Background: an optimization exercise with open tools, aiming at small area. Do not read the settings as production practice. The RTL was checked by simulation tests, not by an equivalence proof against the original design. Power is estimated from default activity; no workload was simulated.

## design/flow/config.mk

```make
export PLATFORM = sky130hd
export DESIGN_NAME = ir_engine
export DESIGN_NICKNAME = ir_engine
export VERILOG_FILES = /design/flow/design.v
export SDC_FILE = /design/flow/constraint.sdc
export NUM_CORES = 4
export LEC_CHECK = 0
export CAP_MARGIN = 20
export CORE_MARGIN = 2
export CORE_UTILIZATION = 45
export PLACE_DENSITY = 0.65
export SLEW_MARGIN = 20
```

## design/flow/constraint.sdc

```tcl
create_clock -name core_clock -period 140.0 [get_ports {clk}]
set_input_delay 28.0000 -clock core_clock [delete_from_list [all_inputs] [get_ports {clk}]]
set_output_delay 28.0000 -clock core_clock [all_outputs]
set_load 0.01 [all_outputs]
```

## design/flow/design.v

```verilog
module ir_engine (
    input  wire        clk,
    input  wire        rst,           
    input  wire        us_step,       
    input  wire        ir_in,         
    input  wire        bus_valid,
    input  wire        bus_write,
    input  wire [7:0]  bus_addr,      
    input  wire [2:0]  bus_size,      
    input  wire [31:0] bus_wdata,
    output reg  [31:0] bus_rdata,
    output wire        ir_out,
    output wire        tx_active,
    output wire        irq
);
    reg [31:0] now_q;
    reg [5:0]  tick_q;
    reg        in_prev_q;
    reg        cap_en_q, capturing_q, ready_q, last_level_q;
    reg [4:0]  count_q;
    reg [22:0] ms_q;                  
    reg [9:0]  us_q;                  
    reg [31:0] last_edge_q, session_start_q;
    reg [2:0]  bank_size_q;
    reg [1:0]  collect_result_q;
    reg [4:0]  bcnt_q [0:3];
    reg [22:0] btot_q [0:3];
    reg [7:0]  mem_q  [0:79];         
    reg [15:0] txbuf_q [0:15];
    reg [31:0] carrier_q;
    reg [4:0]  tx_count_q;
    reg [15:0] tx_index_q;
    reg        tx_busy_q, tx_buf_q, ir_out_q;
    reg [1:0]  tx_slot_q;
    reg [4:0]  tx_idx_q;
    reg [18:0] tx_half_q;
    reg [18:0] ph_q;                  
    reg [15:0] el_q;                  
    reg        long_q, lost_q, tx_done_q, cmd_err_q, acc_err_q;
    reg        ien_rdy_q;
    reg [4:0]  ien_q;                 
    reg [15:0] cap_index_q;
    reg [7:0]  bank_sel_q;
    reg [15:0] bank_index_q;
    wire [18:0] dv_c = carrier_q[18:0];
    wire [18:0] half_now;
    wire [18:0] dv_r [0:19];
    assign dv_r[19] = 19'd500000;
    genvar gb;
    generate for (gb = 18; gb >= 0; gb = gb - 1) begin : dv
        localparam integer W = 19 - gb;
        wire [W-1:0] hi = dv_r[gb+1][18:gb];
        wire [W:0]   df = {1'b0, hi} - {1'b0, dv_c[W-1:0]};
        wire         cz;
        if (W < 19) begin : g_hi
            assign cz = ~|dv_c[18:W];
        end else begin : g_full
            assign cz = 1'b1;
        end
        assign half_now[gb] = cz & ~df[W];
        if (gb > 0) begin : g_mid
            assign dv_r[gb] = {half_now[gb] ? df[W-1:0] : hi, dv_r[gb+1][gb-1:0]};
        end else begin : g_last
            assign dv_r[gb] = half_now[gb] ? df[W-1:0] : hi;
        end
    end endgenerate
    wire        bus_go   = bus_valid & ~us_step;
    wire        acc_ok   = (bus_size == 3'd4) && (bus_addr[1:0] == 2'b00) && !bus_addr[7];
    wire [4:0]  ra       = bus_addr[6:2];
    reg  [2:0]  rd_slot;
    reg  [3:0]  rd_idx;
    always @* begin
        if (us_step) begin
            rd_slot = {1'b0, tx_slot_q};
            rd_idx  = tx_idx_q[3:0];
        end else begin                        
            rd_slot = ra[4] ? {1'b0, bank_sel_q[1:0]} : bank_size_q;
            rd_idx  = ra[4] ? bank_index_q[3:0] : cap_index_q[3:0];
        end
    end
    wire [7:0]  mem_rd  = mem_q[{rd_slot, rd_idx}];
    wire [3:0]  txr_idx = us_step ? tx_idx_q[3:0] : tx_index_q[3:0];
    wire [15:0] tx_rd   = txbuf_q[txr_idx];
    wire [31:0] t_step  = now_q + 32'd1;
    wire [31:0] dur     = t_step - last_edge_q;
    wire        dur_hi  = |dur[31:9];
    wire        db_ok   = dur_hi || dur[8:0] >= 9'd4;
    wire        in_rng  = !dur_hi && dur[8:0] >= 9'd6 && dur[8:0] <= 9'd250;
    wire        too_long = dur_hi || dur[8:0] > 9'd250;
    wire        sil     = dur_hi || dur[8:0] > 9'd300;
    wire        fire    = (tick_q == 6'd49);
    wire        accept  = (ir_in != in_prev_q) && cap_en_q && db_ok;
    wire        el_wrap = (ms_q == 23'd4294967) && (us_q == 10'd295);
    wire        us_top  = (us_q == 10'd999);
    wire [22:0] ms_inc  = el_wrap ? 23'd0 : (us_top ? ms_q + 23'd1 : ms_q);
    wire [9:0]  us_inc  = (el_wrap || us_top) ? 10'd0 : us_q + 10'd1;
    wire [4:0]  tx_n    = tx_buf_q ? tx_count_q : bcnt_q[tx_slot_q];
    wire [15:0] seg_d   = tx_buf_q ? tx_rd : {8'd0, mem_rd};
    wire [15:0] el_inc  = el_q + {15'd0, ~&el_q};
    wire [18:0] ph_inc  = ph_q + 19'd1;
    wire        in_mark = ~tx_idx_q[0];
    wire        tx_ev   = tx_busy_q && (in_mark ? (ph_inc == tx_half_q) : (el_inc == seg_d));
    wire        tx_tog  = in_mark && (el_inc < seg_d);
    reg  [15:0] tx_nz;
    integer     j;
    integer     jz;
    always @* for (jz = 0; jz < 16; jz = jz + 1) tx_nz[jz] = |txbuf_q[jz];
    wire        es_buf  = us_step ? tx_buf_q : bus_wdata[1];
    wire [4:0]  es_from = us_step ? tx_idx_q + 5'd1 : 5'd0;
    wire [4:0]  es_n    = us_step ? tx_n : (bus_wdata[1] ? tx_count_q : bcnt_q[bus_wdata[9:8]]);
    reg         es_found;
    reg  [4:0]  es_idx;
    always @* begin
        es_found = 1'b0;
        es_idx   = es_n;
        for (j = 15; j >= 0; j = j - 1) begin
            if (j >= es_from && j < es_n && (!es_buf || tx_nz[j])) begin
                es_found = 1'b1;
                es_idx   = j;
            end
        end
    end
    wire [7:0]  op  = bus_wdata[7:0];
    wire [7:0]  arg = bus_wdata[15:8];
    wire        cmd_bad = (|bus_wdata[31:16]) || (op > 8'h06) || (arg != 8'd0 && op != 8'h05);
    wire        car_ok  = (carrier_q != 32'd0) && (carrier_q <= 32'd500000);
    reg [31:0] rv;
    reg        cap_we, tx_we, bank_we;
    reg        tx_enter, tx_start;
    reg [31:0] now_d, last_edge_d, session_start_d, carrier_d;
    reg [5:0]  tick_d;
    reg        in_prev_d, cap_en_d, capturing_d, ready_d, last_level_d;
    reg [4:0]  count_d;
    reg [22:0] ms_d;
    reg [9:0]  us_d;
    reg [2:0]  bank_size_d;
    reg [1:0]  collect_result_d;
    reg [4:0]  tx_count_d;
    reg [15:0] tx_index_d, cap_index_d, bank_index_d;
    reg        tx_busy_d, tx_buf_d, ir_out_d;
    reg [1:0]  tx_slot_d;
    reg [4:0]  tx_idx_d;
    reg [18:0] tx_half_d, ph_d;
    reg [15:0] el_d;
    reg        long_d, lost_d, tx_done_d, cmd_err_d, acc_err_d, ien_rdy_d;
    reg [4:0]  ien_d;
    reg [7:0]  bank_sel_d;
    task session_reset;
        begin
            capturing_d = 1'b0;
            ready_d     = 1'b0;
            count_d     = 5'd0;
        end
    endtask
    task finalise;
        begin
            ms_d        = ms_inc;
            capturing_d = 1'b0;
            ready_d     = 1'b1;
        end
    endtask
    always @* begin
        now_d = now_q; tick_d = tick_q; in_prev_d = in_prev_q;
        cap_en_d = cap_en_q; capturing_d = capturing_q; ready_d = ready_q;
        last_level_d = last_level_q; count_d = count_q; ms_d = ms_q; us_d = us_q;
        last_edge_d = last_edge_q; session_start_d = session_start_q;
        bank_size_d = bank_size_q; collect_result_d = collect_result_q;
        carrier_d = carrier_q; tx_count_d = tx_count_q; tx_index_d = tx_index_q;
        tx_busy_d = tx_busy_q; tx_buf_d = tx_buf_q; ir_out_d = ir_out_q;
        tx_slot_d = tx_slot_q; tx_idx_d = tx_idx_q; tx_half_d = tx_half_q;
        ph_d = ph_q; el_d = el_q;
        long_d = long_q; lost_d = lost_q; tx_done_d = tx_done_q;
        cmd_err_d = cmd_err_q; acc_err_d = acc_err_q; ien_rdy_d = ien_rdy_q; ien_d = ien_q;
        cap_index_d = cap_index_q; bank_sel_d = bank_sel_q; bank_index_d = bank_index_q;
        cap_we = 1'b0; tx_we = 1'b0; bank_we = 1'b0;
        tx_enter = 1'b0; tx_start = 1'b0;
        rv = 32'd0;
        if (us_step) begin
            now_d  = t_step;
            tick_d = fire ? 6'd0 : tick_q + 6'd1;
            if (capturing_q) begin
                ms_d = ms_inc;
                us_d = us_inc;
            end
            in_prev_d = ir_in;
            if (accept) begin
                last_edge_d  = t_step;
                last_level_d = ir_in;
                if (!capturing_q) begin
                    if (!ir_in) begin
                        if (ready_q) lost_d = 1'b1;
                        count_d = 5'd0;
                        ms_d = 23'd0;
                        us_d = 10'd0;
                        ready_d = 1'b0;
                        capturing_d = 1'b1;
                        session_start_d = t_step;
                    end
                end else if (in_rng) begin
                    if (!count_q[4]) begin
                        cap_we  = 1'b1;
                        count_d = count_q + 5'd1;
                    end else begin
                        finalise();
                    end
                end else if (too_long) begin
                    long_d = 1'b1;
                end
            end
            if (fire && capturing_q && !accept && sil && count_q > 5'd3)
                finalise();
            el_d = el_inc;
            ph_d = ph_inc;
            if (tx_ev) begin
                if (tx_tog) begin
                    ir_out_d = ~ir_out_q;
                    ph_d = 19'd0;
                end else begin
                    tx_enter = 1'b1;
                end
            end
        end else if (bus_go) begin
            if (!acc_ok) begin
                acc_err_d = 1'b1;
            end else if (!bus_write) begin
                case (ra)
                    5'h00: rv = {11'd0, acc_err_q, cmd_err_q, tx_done_q, lost_q, long_q,
                                 6'd0, collect_result_q, in_prev_q, last_level_q,
                                 bank_size_q[2], tx_busy_q, cap_en_q,
                                 ready_q, ready_q, capturing_q};
                    5'h01: rv = {11'd0, ien_q, 14'd0, ien_rdy_q, 1'b0};
                    5'h02: acc_err_d = 1'b1;
                    5'h03: rv = now_q;
                    5'h04: rv = {27'd0, count_q};
                    5'h05: rv = {9'd0, ready_q ? ms_q : 23'd0};
                    5'h06: rv = {16'd0, cap_index_q};
                    5'h07: if (cap_index_q[15:5] == 11'd0 && cap_index_q[4:0] < count_q)
                               rv = {24'd0, mem_rd};
                    5'h08: rv = last_edge_q;
                    5'h09: rv = last_edge_q;
                    5'h0A: rv = session_start_q;
                    5'h0B: rv = {29'd0, bank_size_q};
                    5'h0C: rv = {24'd0, bank_sel_q};
                    5'h0D: if (bank_sel_q < {5'd0, bank_size_q})
                               rv = {27'd0, bcnt_q[bank_sel_q[1:0]]};
                    5'h0E: if (bank_sel_q < {5'd0, bank_size_q})
                               rv = {9'd0, btot_q[bank_sel_q[1:0]]};
                    5'h0F: if (bank_sel_q < {5'd0, bank_size_q})
                               rv = {30'd0, bank_sel_q[1:0]};
                    5'h10: rv = {16'd0, bank_index_q};
                    5'h11: if (bank_sel_q < {5'd0, bank_size_q} &&
                               bank_index_q < {11'd0, bcnt_q[bank_sel_q[1:0]]})
                               rv = {24'd0, mem_rd};
                    5'h12: rv = carrier_q;
                    5'h13: rv = {27'd0, tx_count_q};
                    5'h14: rv = {16'd0, tx_index_q};
                    5'h15: if (tx_index_q[15:4] == 12'd0) rv = {16'd0, tx_rd};
                    5'h16: rv = {27'd0, tx_idx_q};
                    5'h17: rv = {13'd0, tx_half_q};
                    5'h18: rv = 32'd16;
                    5'h19: rv = 32'd4;
                    5'h1A: rv = 32'd3;
                    5'h1B: rv = 32'd4;
                    5'h1C: rv = 32'd6;
                    5'h1D: rv = 32'd250;
                    5'h1E: rv = 32'd300;
                    default: rv = 32'd50;
                endcase
            end else begin
                case (ra)
                    5'h00: begin
                        if (bus_wdata[16]) long_d    = 1'b0;
                        if (bus_wdata[17]) lost_d    = 1'b0;
                        if (bus_wdata[18]) tx_done_d = 1'b0;
                        if (bus_wdata[19]) cmd_err_d = 1'b0;
                        if (bus_wdata[20]) acc_err_d = 1'b0;
                    end
                    5'h01: begin
                        ien_rdy_d = bus_wdata[1];
                        ien_d     = bus_wdata[20:16];
                    end
                    5'h06: cap_index_d  = bus_wdata[15:0];
                    5'h0C: bank_sel_d   = bus_wdata[7:0];
                    5'h10: bank_index_d = bus_wdata[15:0];
                    5'h12: carrier_d    = bus_wdata;
                    5'h14: tx_index_d   = bus_wdata[15:0];
                    5'h13: begin
                        if (tx_busy_q || bus_wdata > 32'd16) acc_err_d = 1'b1;
                        else tx_count_d = bus_wdata[4:0];
                    end
                    5'h15: begin
                        if (tx_busy_q || tx_index_q[15:4] != 12'd0 || bus_wdata[31:16] != 16'd0)
                            acc_err_d = 1'b1;
                        else begin
                            tx_we = 1'b1;
                            tx_index_d = {11'd0, {1'b0, tx_index_q[3:0]} + 5'd1};
                        end
                    end
                    5'h02: begin
                        if (cmd_bad) begin
                            cmd_err_d = 1'b1;
                        end else begin
                            case (op[2:0])
                                3'd1: begin session_reset(); cap_en_d = 1'b1; end
                                3'd2: cap_en_d = 1'b0;
                                3'd3: session_reset();
                                3'd4: begin
                                    if (!ready_q) begin
                                        collect_result_d = 2'd0;
                                    end else if (count_q <= 5'd3) begin
                                        session_reset();
                                        collect_result_d = 2'd2;
                                    end else if (bank_size_q[2]) begin
                                        collect_result_d = 2'd3;
                                    end else begin
                                        bank_we = 1'b1;
                                        bank_size_d = bank_size_q + 3'd1;
                                        session_reset();
                                        collect_result_d = 2'd1;
                                    end
                                end
                                3'd5, 3'd6: begin
                                    if (tx_busy_q || !car_ok ||
                                        (!op[1] && arg >= {5'd0, bank_size_q})) begin
                                        cmd_err_d = 1'b1;
                                    end else begin
                                        tx_start  = 1'b1;
                                        tx_enter  = 1'b1;
                                        tx_half_d = half_now;
                                        tx_buf_d  = op[1];
                                        tx_slot_d = arg[1:0];
                                        tx_busy_d = 1'b1;
                                    end
                                end
                                default: ;
                            endcase
                        end
                    end
                    default: acc_err_d = 1'b1;
                endcase
            end
        end
        if (tx_enter) begin
            el_d = 16'd0;
            ph_d = 19'd0;
            tx_idx_d = es_idx;
            if (!es_found) begin
                ir_out_d  = 1'b0;
                tx_busy_d = 1'b0;
                tx_done_d = 1'b1;
            end else begin
                ir_out_d  = ~es_idx[0];
            end
        end
    end
    always @(posedge clk) begin
        if (rst) begin
            now_q <= 32'd0; tick_q <= 6'd0; in_prev_q <= 1'b1;
            cap_en_q <= 1'b0; capturing_q <= 1'b0; ready_q <= 1'b0;
            last_level_q <= 1'b1; count_q <= 5'd0;
            last_edge_q <= 32'd0; session_start_q <= 32'd0;
            bank_size_q <= 3'd0; collect_result_q <= 2'd0;
            carrier_q <= 32'd38000; tx_count_q <= 5'd0; tx_index_q <= 16'd0;
            tx_busy_q <= 1'b0; ir_out_q <= 1'b0; tx_idx_q <= 5'd0; tx_half_q <= 19'd0;
            long_q <= 1'b0; lost_q <= 1'b0; tx_done_q <= 1'b0; cmd_err_q <= 1'b0;
            acc_err_q <= 1'b0; ien_rdy_q <= 1'b0; ien_q <= 5'd0;
            cap_index_q <= 16'd0; bank_sel_q <= 8'd0; bank_index_q <= 16'd0;
        end else begin
            now_q <= now_d; tick_q <= tick_d; in_prev_q <= in_prev_d;
            cap_en_q <= cap_en_d; capturing_q <= capturing_d; ready_q <= ready_d;
            last_level_q <= last_level_d; count_q <= count_d;
            last_edge_q <= last_edge_d; session_start_q <= session_start_d;
            bank_size_q <= bank_size_d; collect_result_q <= collect_result_d;
            carrier_q <= carrier_d; tx_count_q <= tx_count_d; tx_index_q <= tx_index_d;
            tx_busy_q <= tx_busy_d; ir_out_q <= ir_out_d; tx_idx_q <= tx_idx_d;
            tx_half_q <= tx_half_d;
            long_q <= long_d; lost_q <= lost_d; tx_done_q <= tx_done_d; cmd_err_q <= cmd_err_d;
            acc_err_q <= acc_err_d; ien_rdy_q <= ien_rdy_d; ien_q <= ien_d;
            cap_index_q <= cap_index_d; bank_sel_q <= bank_sel_d; bank_index_q <= bank_index_d;
        end
    end
    always @(posedge clk) begin
        us_q <= us_d;
        ms_q <= ms_d;
        tx_buf_q <= tx_buf_d;
        tx_slot_q <= tx_slot_d;
        ph_q <= ph_d;
        el_q <= el_d;
        bus_rdata <= rv;
    end
    always @(posedge clk) begin
        if (!rst) begin
            if (cap_we)
                mem_q[{bank_size_q, count_q[3:0]}] <= dur[7:0];
            if (tx_we)
                txbuf_q[tx_index_q[3:0]] <= bus_wdata[15:0];
            if (bank_we) begin
                bcnt_q[bank_size_q[1:0]] <= count_q;
                btot_q[bank_size_q[1:0]] <= ms_q;
            end
        end
    end
    assign ir_out    = ir_out_q;
    assign tx_active = tx_busy_q;
    assign irq = (ready_q   & ien_rdy_q) | (long_q    & ien_q[0]) |
                 (lost_q    & ien_q[1])  | (tx_done_q & ien_q[2]) |
                 (cmd_err_q & ien_q[3])  | (acc_err_q & ien_q[4]);
endmodule
```

## design/flow/flow/run.sh

```bash
#!/bin/bash
# Layout flow: the standard synthesis, then an area-oriented re-mapping of its
# combinational logic (registers, their names and cell types untouched), then
# the standard layout steps from the re-mapped netlist.
set -euo pipefail
W=$(pwd)
R=$W/orfs/results/$FLOW_PLATFORM/ir_engine/base
LIB=$FLOW_HOME/platforms/$FLOW_PLATFORM/lib/sky130_fd_sc_hd__tt_025C_1v80.lib

# 1. standard synthesis
bash standard.sh synth > $W/flow_synth.log 2>&1

# 2. re-map the combinational logic
cp $R/1_2_yosys.v $W/std_synth.v
DU=$(grep -o -- "-dont_use [^ ]*" $W/orfs/logs/$FLOW_PLATFORM/ir_engine/base/1_2_yosys.log | sort -u | tr '\n' ' ')
KEEP=$(grep -o "sky130_fd_sc_hd__[a-z0-9_]*" $W/std_synth.v | sort -u | grep -E "__(e?df|sdf|dl|conb)" | tr '\n' ' ')
cat > $W/resyn.abc <<EOS
strash
&get -n
&deepsyn -T 60
&nf -a -R 1000
&put
EOS
yosys -l $W/flow_resyn.log -p "
read_liberty -ignore_miss_func $LIB
read_verilog $W/std_synth.v
hierarchy -top $FLOW_TOP
blackbox $KEEP
flatten
opt -purge
abc -liberty $LIB $DU -script $W/resyn.abc
opt_clean -purge
setundef -zero
splitnets
opt_clean -purge
hilomap -singleton -hicell sky130_fd_sc_hd__conb_1 HI -locell sky130_fd_sc_hd__conb_1 LO
insbuf -buf sky130_fd_sc_hd__buf_4 A X
opt_clean -purge
check
tee -o $W/resyn_stat.txt stat -liberty $LIB
write_verilog -noattr -nohex -nodec $W/resyn.v
" > /dev/null
cp $W/resyn.v $R/1_2_yosys.v
touch $R/1_2_yosys.v $R/1_2_yosys.sdc
rm -f $R/1_synth.odb $R/1_synth.sdc

# 3. standard layout from the re-mapped netlist
# clock tree without dummy balancing loads
CTS="-sink_clustering_enable -repair_clock_nets -dont_use_dummy_load -buf_list sky130_fd_sc_hd__clkbuf_8 -sink_clustering_size 16 -sink_clustering_max_diameter 50"
bash standard.sh "CTS_ARGS=$CTS" "BUFFER_PORTS_ARGS=-buffer_cell sky130_fd_sc_hd__buf_1" finish > $W/flow_layout.log 2>&1
```

## design/flow/standard.sh

```bash
#!/bin/bash
# synth_recipe.tcl (not shown) runs the flow's synth.tcl, then flattens the netlist and writes it again
# the make line also repeats each setting of config.mk as NAME=value (left out here)
make -C /OpenROAD-flow-scripts/flow DESIGN_CONFIG=/design/flow/config.mk WORK_HOME=/design/flow/orfs CLKGATE_MAP_FILE= SYNTH_SCRIPT=/design/flow/synth_recipe.tcl "${@:-finish}"
```

==> results of run 1 <==
-- worst paths after layout --
path / to / slack, ns
worst min register to register: session_start_q[27] / 0.45
worst min-delay path: session_start_q[27] / 0.45
worst max register to register: tx_half_q[0] / 88.53
worst max-delay path: tx_half_q[0] / 88.53
-- power breakdown --
group / total, uW / internal [uW] / switching [uW]
clock: 211 / 82.8 / 128
combinational: 43.9 / 12.1 / 31.7
sequential: 441 / 437 / 4.01
-- final cells by class --
cell class / count / area [sq um]
Inverter: 79 / 296.5
Tap cell: 1755 / 2196
Sequential cell: 1362 / 37720
Clock buffer: 130 / 1789
Multi-Input combinational cell: 3541 / 21600
Timing Repair Buffer: 229 / 1444
Antenna cell: 8 / 20.02
Fill cell: 11765 / 66070
-- worst max-delay path: cells and delay by family, from the launching register on --
kind                       cells  cell delay [ns]
AOI/OAI and AO/OA             77            14.63
xor gates and xnor gates       1             0.12
adders and majority gates     58            21.30
buffers and inverters         10             1.28
DFF                            1             0.36
muxes                          1             0.40
and+or+nand+nor               75            13.21
-- state kept, by name (all words and copies together), names as in the netlist, 6 cells and up, named ones only --
signal           count
carrier_q           32
now_q               32
tick_q               6
tx_index_q          16
btot_q              92
ms_q                23
cap_index_q         16
txbuf_q            256
tx_half_q           19
bank_sel_q           8
bcnt_q              20
us_q                10
bus_rdata           32
mem_q              640
el_q                16
bank_index_q        16
last_edge_q         32
ph_q                19
session_start_q     32
-- per-layer routing --
metal	up-vias	wire length, um
li1	20392	-
met1	23095	82750
met2	2883	91870
met3	524	23300
met4	12	10600
met5	-	85
-- layout by cell type (no fill, tap or decap), types with 102 or more instances in the layout --
cell type,count
dfxtp_1,318
a22o_1,168
nand2_1,456
a21oi_1,250
a22oi_1,126
edfxtp_1,1044
clkbuf_8,130
o22ai_1,238
nor4_1,133
buf_4,144
xnor2_1,169
xor2_1,102
nor2_1,533
o21ai_0,335
-- stage by stage --
| step | hold WS [ns] | cells | setup slack [ns] |
|---|---|---|---|
| finish | 0.4483 | 7104 | 88.53 |
| CTS | 0.4559 | 7096 | 88.65 |
| global route | 0.4838 | 7099 | 84.35 |
| floorplan | 0.4170 | 4982 | 91.85 |
| detailed placement | 0.4433 | 6966 | 88.85 |
| global placement | 0.4325 | 6965 | 90.08 |
==> metrics.md, run 1 <==
| Metric | Value |
|---|---|
| H-tree Lvls | 4 |
| Core Region | 0.1311 sq mm |
| Die ar. | 0.1348 sq mm |
| Pleak | 0.02071 uW |
| Clock Sink Count | 1362 |
| Layout Skew | 0.1117 ns |
| Crit-path max cell delay | 0.71 ns |
| Post-DP HPWL | 141100 um |
| CP Max Fanout | 21 |
| Final setup fails | 0 |
| Total Wirelength | 208600 um |
| GRT met3 Usage | 6.574% |
| Crit path max-delay cell type | nor4_1 |
| Post-Syn Area per Cell | 11.92 sq um |
| DP Area | 0.06323 sq mm |
| Cts hold-fix bufs | 0 |
| Final Hold Fails | 0 |
| 1st-iter DRT viols | 6909 |
| First-pass GRT wire length | 301700 um |
| Worst setup EP type | flop |
| Mapped Area | 0.05936 sq mm |
| Layout area overhead | 9.594% |
| DR DRC count | 0 |
| Initial antenna violation count | 14 |
| Finished Cell Area | 0.06506 sq mm |
| Max-Cap Viols | 0 |
| Tcrit/Tclk final | 36.77% |
| Pwr Total | 695.9 uW |
| Gates resized, CTS repair | 0 |
| Routed len/inst | 29.36 um |
| Maximum vdd drop | 0.008477 mV |
| Slew HR | 15.82% |
| RSZ-0062 raised after global routing | no |
| Clock Path Buffers | 3 |
| Reg-to-Reg Start | carrier_q[18] |
| Hold path depth | 2 |
| Power Density | 10.70 mW/mm^2 |
| All-Layer GR Usage | 30.19% |
| PortBufs | 83 |
| Crit start category | flop |
| Slew Viols, Final | 0 |
| Met1 Track Usage GR | 41.66% |
| Worst r2r path cells | 222 |
| GRT busiest layer | met2 |
| Synth warnings | 1 |
| Die X | 367.2 um |
| Met2 Track Usage GR | 45.39% |
| Min-delay src | session_start_q[27] |
| Highest clock rate | 19.43 MHz |
| Layout cell share with drive strength beyond 1 | 6.235% |
| Total gr overflow | 0 |
| DR pass1 iterations | 8 |
| Std-Cell Rows | 133 |
| Vias in the first global route | 43646 |
| Starting Density | 45.27% |
| Setup crit start | carrier_q[18] |
| Postcts setup bufs | 0 |
| DR vias | 46906 |
| Largest net degree at the start of global routing | 84 |
| Via density | 6.603 |
| Post-Syn Instances | 4982 |
| Hold Crit Class | reg -> reg |
| Fin nets | 5392 |
| Reg clk slew, reported paths | 0.07 ns |
| DIE HEIGHT | 367.2 um |
| Crit path kind | reg -> reg |
| Minimum clock period | 51.47 ns |
| GP Congestion | 0.9691 |
| TritonCTS clock tree | built |
| Final core occ | 49.61% |
| WP data required | 140.80 ns |
| Most common cell on crit path | maj3_1 |
| Routed Antenna Nets | 0 |
| Setup TNS | 0 ns |
| Num CTS Buffers | 130 |
| Root buffer cell | clkbuf_8 |
| Status | finished clean |
| Syn nets | 5031 |
| # IOs | 84 |
| Clk latency of the worst-skew pair | 0.91 ns |
| Slew @ Worst Pin | 1.252 ns |
| WP data arrival | 52.27 ns |
==> run 2, diff against run 1 <==
==> design/flow/config.mk (replaced) <==
export PLATFORM = sky130hd
export DESIGN_NAME = ir_engine
export DESIGN_NICKNAME = ir_engine
export VERILOG_FILES = /design/flow/design.v
export SDC_FILE = /design/flow/constraint.sdc
export NUM_CORES = 4
export LEC_CHECK = 0
export CAP_MARGIN = 10
export CORE_MARGIN = 2
export CORE_UTILIZATION = 55
export PLACE_DENSITY = 0.7
export SLEW_MARGIN = 10
==> run 2 against run 1 <==
Non-clock buffer count grew 6. Cell area is 0.61% lower. Critical path type unchanged. Final cell count shrank 4.8%. Clock skew up 0.0028 ns. Still clean. Combinational power decreased by 2%. Worst hold slack improved by 0.0044 ns. Sequential share of layout area up 0.35 points. Highest routed layer unchanged. Flip-flop and latch count did not move. First-iteration DRC count increased by 8.2%.
==> metrics.md, run 2 <==
| Metric | Value |
|---|---|
| Maximum vdd drop | 0.007863 mV |
| Setup crit start | carrier_q[17] |
| Reg-to-Reg Start | carrier_q[17] |
| Reg power frac | 63.3% |
| All-Layer GR Usage | 35.27% |
| Starting Density | 55.45% |
| Vias in the first global route | 43676 |
| DR vias | 46898 |
| Commonest non-fill, non-tap cell in the layout | edfxtp_1 |
| DR pass1 iterations | 8 |
| Highest clock rate | 19.22 MHz |
| Clock Path Buffers | 3 |
| Total gr overflow | 0 |
| 1st-iter DRT viols | 7477 |
| Status | finished clean |
| # IOs | 84 |
| Std-Cell Rows | 120 |
| Largest net degree at the start of global routing | 84 |
| Syn nets | 5031 |
| Comb power frac | 6.2% |
| Max-Cap Viols | 0 |
| Post-Syn Area per Cell | 11.92 sq um |
| WP data required | 140.74 ns |
| Commonest cells after routing, fill and taps aside | 1044 x edfxtp_1, 533 x nor2_1, 456 x nand2_1 |
| CP Max Fanout | 22 |
| DIE HEIGHT | 332.5 um |
| Final Hold Fails | 0 |
| Crit start category | flop |
| Worst r2r path cells | 223 |
| Minimum clock period | 52.02 ns |
| Crit Reg-Reg Endpoint | tx_half_q[0] |
| Pleak | 0.02075 uW |
| Final setup fails | 0 |
| Critical Path Sink | tx_half_q[0] |
| Power Density | 10.78 mW/mm^2 |
| Slew Viols, Final | 0 |
| GP Congestion | 1.035 |
| Clock share of power | 30.5% |
| Routed len/inst | 29.35 um |
| WP data arrival | 52.76 ns |
| Pint | 534.5 uW |
| DR DRC count | 0 |
| Slew @ Worst Pin | 1.257 ns |
| Sw Share | 23.33% |
| Worst Path Buf+Inv | 13 |
| Clock Sink Count | 1362 |
| Max FFs per register | 640 |
| Flop2flop setup slack | 87.98 ns |
| Layout area overhead | 8.928% |
| Hold Crit Class | reg -> reg |
| Fin nets | 5402 |
| CP delay by family, top | adder cells |
| Num CTS Buffers | 134 |
| RSZ-0062 raised after global routing | no |
| TritonCTS clock tree | built |
| Die X | 332.5 um |
| Min-delay src | last_level_q |
| Synth warnings | 1 |
| Worst setup EP type | flop |
| Net Sw Power | 162.7 uW |
| Routed Antenna Nets | 0 |
| Layout cell share with drive strength beyond 1 | 6.391% |
| Clk latency of the worst-skew pair | 0.87 ns |
| Crit path max-delay cell type | nor3_2 |
| Tcrit/Tclk final | 37.16% |
| Via density | 6.938 |
| Crit-path max cell delay | 0.77 ns |
| Crit path kind | reg -> reg |
| Post-DP HPWL | 134500 um |
| Layout Skew | 0.1145 ns |
| Gates resized, CTS repair | 0 |
| Post-Syn Instances | 4982 |
| Core Region | 0.1071 sq mm |
| Cts hold-fix bufs | 0 |
| Postcts setup bufs | 0 |
| Die ar. | 0.1106 sq mm |
| Mapped Area | 0.05936 sq mm |
| Most common cell on crit path | maj3_1 |
| Setup TNS | 0 ns |
| Root buffer cell | clkbuf_8 |
| Total Wirelength | 198400 um |
| Pwr Total | 697.2 uW |
| Reg clk slew, reported paths | 0.06 ns |
| First-pass GRT wire length | 290800 um |
| Initial antenna violation count | 13 |
| Crit path depth | 223 |
| H-tree Lvls | 4 |
| Slew HR | 15.46% |
| PortBufs | 83 |
## run 2: power by group through the flow
| stage | combinational (uW) | clock, uW | sequential [uW] |
|---|---|---|---|
| floorplan | 22.4 | 0 | 449 |
| global placement | 40.8 | 0 | 450 |
| detailed placement | 41.4 | 0 | 450 |
| CTS | 41.6 | 213 | 441 |
| global route | 45.4 | 227 | 442 |
| finish | 43.1 | 213 | 441 |
## run 2: how the worst min path moves through the flow
stage / endpoint / depth (start not counted)
finish: last_level_q / 2
global route: last_level_q / 2
CTS: last_level_q / 2
detailed placement: last_level_q / 2
global placement: last_level_q / 2
floorplan: last_level_q / 2
## run 2: worst min-delay path, cell delays in order, from the launching register on
cell and delay [ns]:
dfxtp_1 0.30, clkinv_1 0.05, a21oi_1 0.05
## run 2: layout make-up
cell class,count,area [sq um]
Antenna cell,6,15.01
Sequential cell,1362,37720
Multi-Input combinational cell,3541,21580
Tap cell,1403,1755
Clock buffer,134,1844
Timing Repair Buffer,235,1461
Fill cell,8614,42390
Inverter,79,296.5
## run 2: layer usage
metal	vias to the layer above	share of wire [%]	track usage [%]
met5	-	0.063	0
met4	20	4.8	14.82
met3	516	14	9.719
met2	3155	42	50.66
met1	22813	39	50.49
li1	20394	-	-
## run 2: per-stage QoR
step	instance area (sq um)	std cells	utilization [%]	hold WS, ns	setup WS, ns
after detailed placement	62810	6620	58.67	0.4395	88.35
final	64660	6760	60.40	0.4527	87.98
after global routing	64660	6757	60.40	0.4803	82.92
after floorplan	59360	4982	-	0.4170	91.85
after CTS	64650	6754	60.39	0.4471	88.26
after global placement	62800	6620	58.66	0.4301	89.78
==> run 3, diff against run 2 <==
--- a/design/flow/flow/run.sh
+++ b/design/flow/flow/run.sh
@@ -47,4 +47,4 @@
 # 3. standard layout from the re-mapped netlist
 # clock tree without dummy balancing loads
-CTS="-sink_clustering_enable -repair_clock_nets -dont_use_dummy_load -buf_list sky130_fd_sc_hd__clkbuf_8 -sink_clustering_size 16 -sink_clustering_max_diameter 50"
+CTS="-sink_clustering_enable -repair_clock_nets -dont_use_dummy_load -buf_list sky130_fd_sc_hd__clkbuf_16 -sink_clustering_size 30 -sink_clustering_max_diameter 50"
 bash standard.sh "CTS_ARGS=$CTS" "BUFFER_PORTS_ARGS=-buffer_cell sky130_fd_sc_hd__buf_1" finish > $W/flow_layout.log 2>&1
==> design/flow/config.mk (replaced) <==
export PLATFORM = sky130hd
export DESIGN_NAME = ir_engine
export DESIGN_NICKNAME = ir_engine
export VERILOG_FILES = /design/flow/design.v
export SDC_FILE = /design/flow/constraint.sdc
export NUM_CORES = 4
export LEC_CHECK = 0
export CAP_MARGIN = 20
export CORE_MARGIN = 2
export CORE_UTILIZATION = 45
export PLACE_DENSITY = 0.65
export SLEW_MARGIN = 20
==> run 3 against run 2 <==
Still clean. Setup slack gained 0.65 ns. Sequential share of layout area fell by 1.3 points. Die area is 22% higher. Synthesized area unchanged. Critical path depth is 1 lower. Via count shrank 0.32%. Register-to-register slack better by 0.65 ns. Cell area is 2.3% higher. Global-route usage is 5.2 points lower. Core utilization shrank 10 points. Critical endpoint unchanged. Largest cell class unchanged.
==> metrics.md, run 3 <==
| Metric | Value |
|---|---|
| Starting Density | 45.27% |
| Std-Cell Rows | 133 |
| DP Worst Slack | 88.85 ns |
| Max-Cap Viols | 0 |
| Sw Share | 22.34% |
| Num CTS Buffers | 114 |
| DR pass1 iterations | 9 |
| Routed len/inst | 29.35 um |
| Routed Antenna Nets | 0 |
| Final core occ | 50.43% |
| Commonest cells after routing, fill and taps aside | 1044 x edfxtp_1, 533 x nor2_1, 456 x nand2_1 |
| Hold Crit Class | reg -> reg |
| Slew Viols, Final | 0 |
| Pint | 591.2 uW |
| Final setup fails | 0 |
| Pleak | 0.02118 uW |
| Layout Skew | 0.1137 ns |
| Worst path setup slack after routing | 88.63 ns |
| Die ar. | 0.1348 sq mm |
| Final Hold Fails | 0 |
| First-pass GRT wire length | 301700 um |
| DIE HEIGHT | 367.2 um |
| Clock Sink Count | 1362 |
| Setup TNS | 0 ns |
| PortBufs | 83 |
| Hold path depth | 2 |
| Power Density | 11.51 mW/mm^2 |
| Minimum clock period | 51.37 ns |
| Gates resized, CTS repair | 0 |
| Crit start category | flop |
| Crit path max-delay cell type | nor4_1 |
| Slew @ Worst Pin | 1.296 ns |
| RSZ-0062 raised after global routing | no |
| Clk latency of the worst-skew pair | 0.77 ns |
| Worst setup EP type | flop |
| # IOs | 84 |
| TritonCTS clock tree | built |
| Fin nets | 5376 |
| Root buffer cell | clkbuf_16 |
| Vias in the first global route | 43734 |
| Comb power frac | 5.8% |
| Crit-path max cell delay | 0.67 ns |
| Highest clock rate | 19.47 MHz |
| Post-Syn Area per Cell | 11.92 sq um |
| Total Wirelength | 208000 um |
| All-Layer GR Usage | 30.08% |
| Worst r2r path cells | 222 |
| 1st-iter DRT viols | 6697 |
| Post-DP HPWL | 141100 um |
| Commonest non-fill, non-tap cell in the layout | edfxtp_1 |
| Most common cell on crit path | maj3_1 |
| Post-Syn Instances | 4982 |
| Crit path kind | reg -> reg |
| Cts hold-fix bufs | 0 |
| GP Congestion | 0.9691 |
| Postcts setup bufs | 0 |
| Net Sw Power | 170.1 uW |
| Reg clk slew, reported paths | 0.05 ns |
| Clock share of power | 36.3% |
| Slew HR | 12.85% |
| Total gr overflow | 0 |
| Via density | 6.595 |
| Clock Path Buffers | 3 |
| WP data arrival | 52.02 ns |
| CP Max Fanout | 21 |
| Max FFs per register | 640 |
| WHS | 0.4482 ns |
| Layout area overhead | 11.39% |
| Synth warnings | 1 |
| Tcrit/Tclk final | 36.69% |
| Syn nets | 5031 |
| DR DRC count | 0 |
| WP data required | 140.65 ns |
| H-tree Lvls | 3 |
| Maximum vdd drop | 0.009648 mV |
| DR vias | 46748 |
| Mapped Area | 0.05936 sq mm |
| Largest net degree at the start of global routing | 84 |
| Status | finished clean |
| Core Region | 0.1311 sq mm |
| Layout cell share with drive strength beyond 1 | 5.953% |
| Initial antenna violation count | 15 |
| Die X | 367.2 um |
| Reg power frac | 58.0% |
==> run 3: power by group through the flow <==
| stage | Clock (uW) | Combinational, uW | Sequential, uW |
|---|---|---|---|
| floorplan | 0 | 22.4 | 449 |
| global placement | 0 | 42.1 | 450 |
| detailed placement | 0 | 42.5 | 450 |
| CTS | 277 | 42.6 | 441 |
| global route | 292 | 46.1 | 442 |
| finish | 276 | 43.9 | 441 |
==> run 3: metal layers <==
metal / routed length (um) / global-route usage, % / share of wire (%) / up-vias
li1: - / - / - / 20412
met2: 90910 / 45.08 / 44 / 2815
met3: 24570 / 6.503 / 12 / 539
met1: 81180 / 41.36 / 39 / 22964
met4: 11200 / 14.88 / 5.4 / 18
met5: 184 / 0.4274 / 0.088 / -
==> run 3: final timing paths <==
| path | end | slack [ns] | start |
|---|---|---|---|
| max | tx_half_q[0] | 88.63 | carrier_q[18] |
| min | session_start_q[27] | 0.45 | session_start_q[27] |
| max reg2reg | tx_half_q[0] | 88.63 | carrier_q[18] |
| min reg2reg | session_start_q[27] | 0.45 | session_start_q[27] |
==> run 3: cell type report <==
cell class | count | area (sq um)
antenna | 8 | 20.02
sequential | 1362 | 37720
inverter | 79 | 296.5
tap | 1755 | 2196
multi-input combinational | 3541 | 21600
fill | 11622 | 65010
timing repair buffer | 229 | 1444
clock buffer | 114 | 2853
==> run 3: worst max-delay path, delay by kind of cell (launching register included) <==
kind | cells | cell delay, ns
flops | 1 | 0.36
xor+xnor | 1 | 0.12
buf+inv | 10 | 1.29
fa+ha+maj | 58 | 21.31
simple gates | 75 | 13.22
mux | 1 | 0.40
compound gates | 77 | 14.57
==> run 3: stage by stage <==
stage / power (uW) / cells / cell area, sq um
finish: 761.3 / 7088 / 66120
CTS: 761.1 / 7080 / 66080
global placement: 492.0 / 6965 / 63220
detailed placement: 492.6 / 6966 / 63230
global route: 779.9 / 7082 / 66110
floorplan: 471.3 / 4982 / 59360

-- re-timing with driven ports --
How much do the figures lean on ideal ports? The routed layouts below were timed once more, with nothing changed but the port constraints. Step 1 sets driving cells, clkbuf_16 on the clock port and buf_2 on the other inputs (assumed; they add their load-dependent delay and slew). Step 2 also shifts input and output timing later by t, the mid clock arrival at the registers, as if the neighbouring blocks saw the same clock. a / b / c = ideal ports / drivers / drivers and shift; a / b = the first two.
| run | t, ns | slack for setup (ns) | hold WS [ns] | cell pins on the clock port's net |
|---|---|---|---|---|
| run 1 | 0.940 | 88.528 / 88.528 / 88.528 | 0.448 / 0.448 / 0.448 | 1 |
| run 2 | 0.887 | 87.982 / 87.982 / 87.982 | 0.453 / 0.453 / 0.453 | 1 |
| run 3 | 0.784 | 88.630 / 88.630 / 88.630 | 0.448 / 0.448 / 0.448 | 1 |
After both steps every run listed still meets setup and hold.
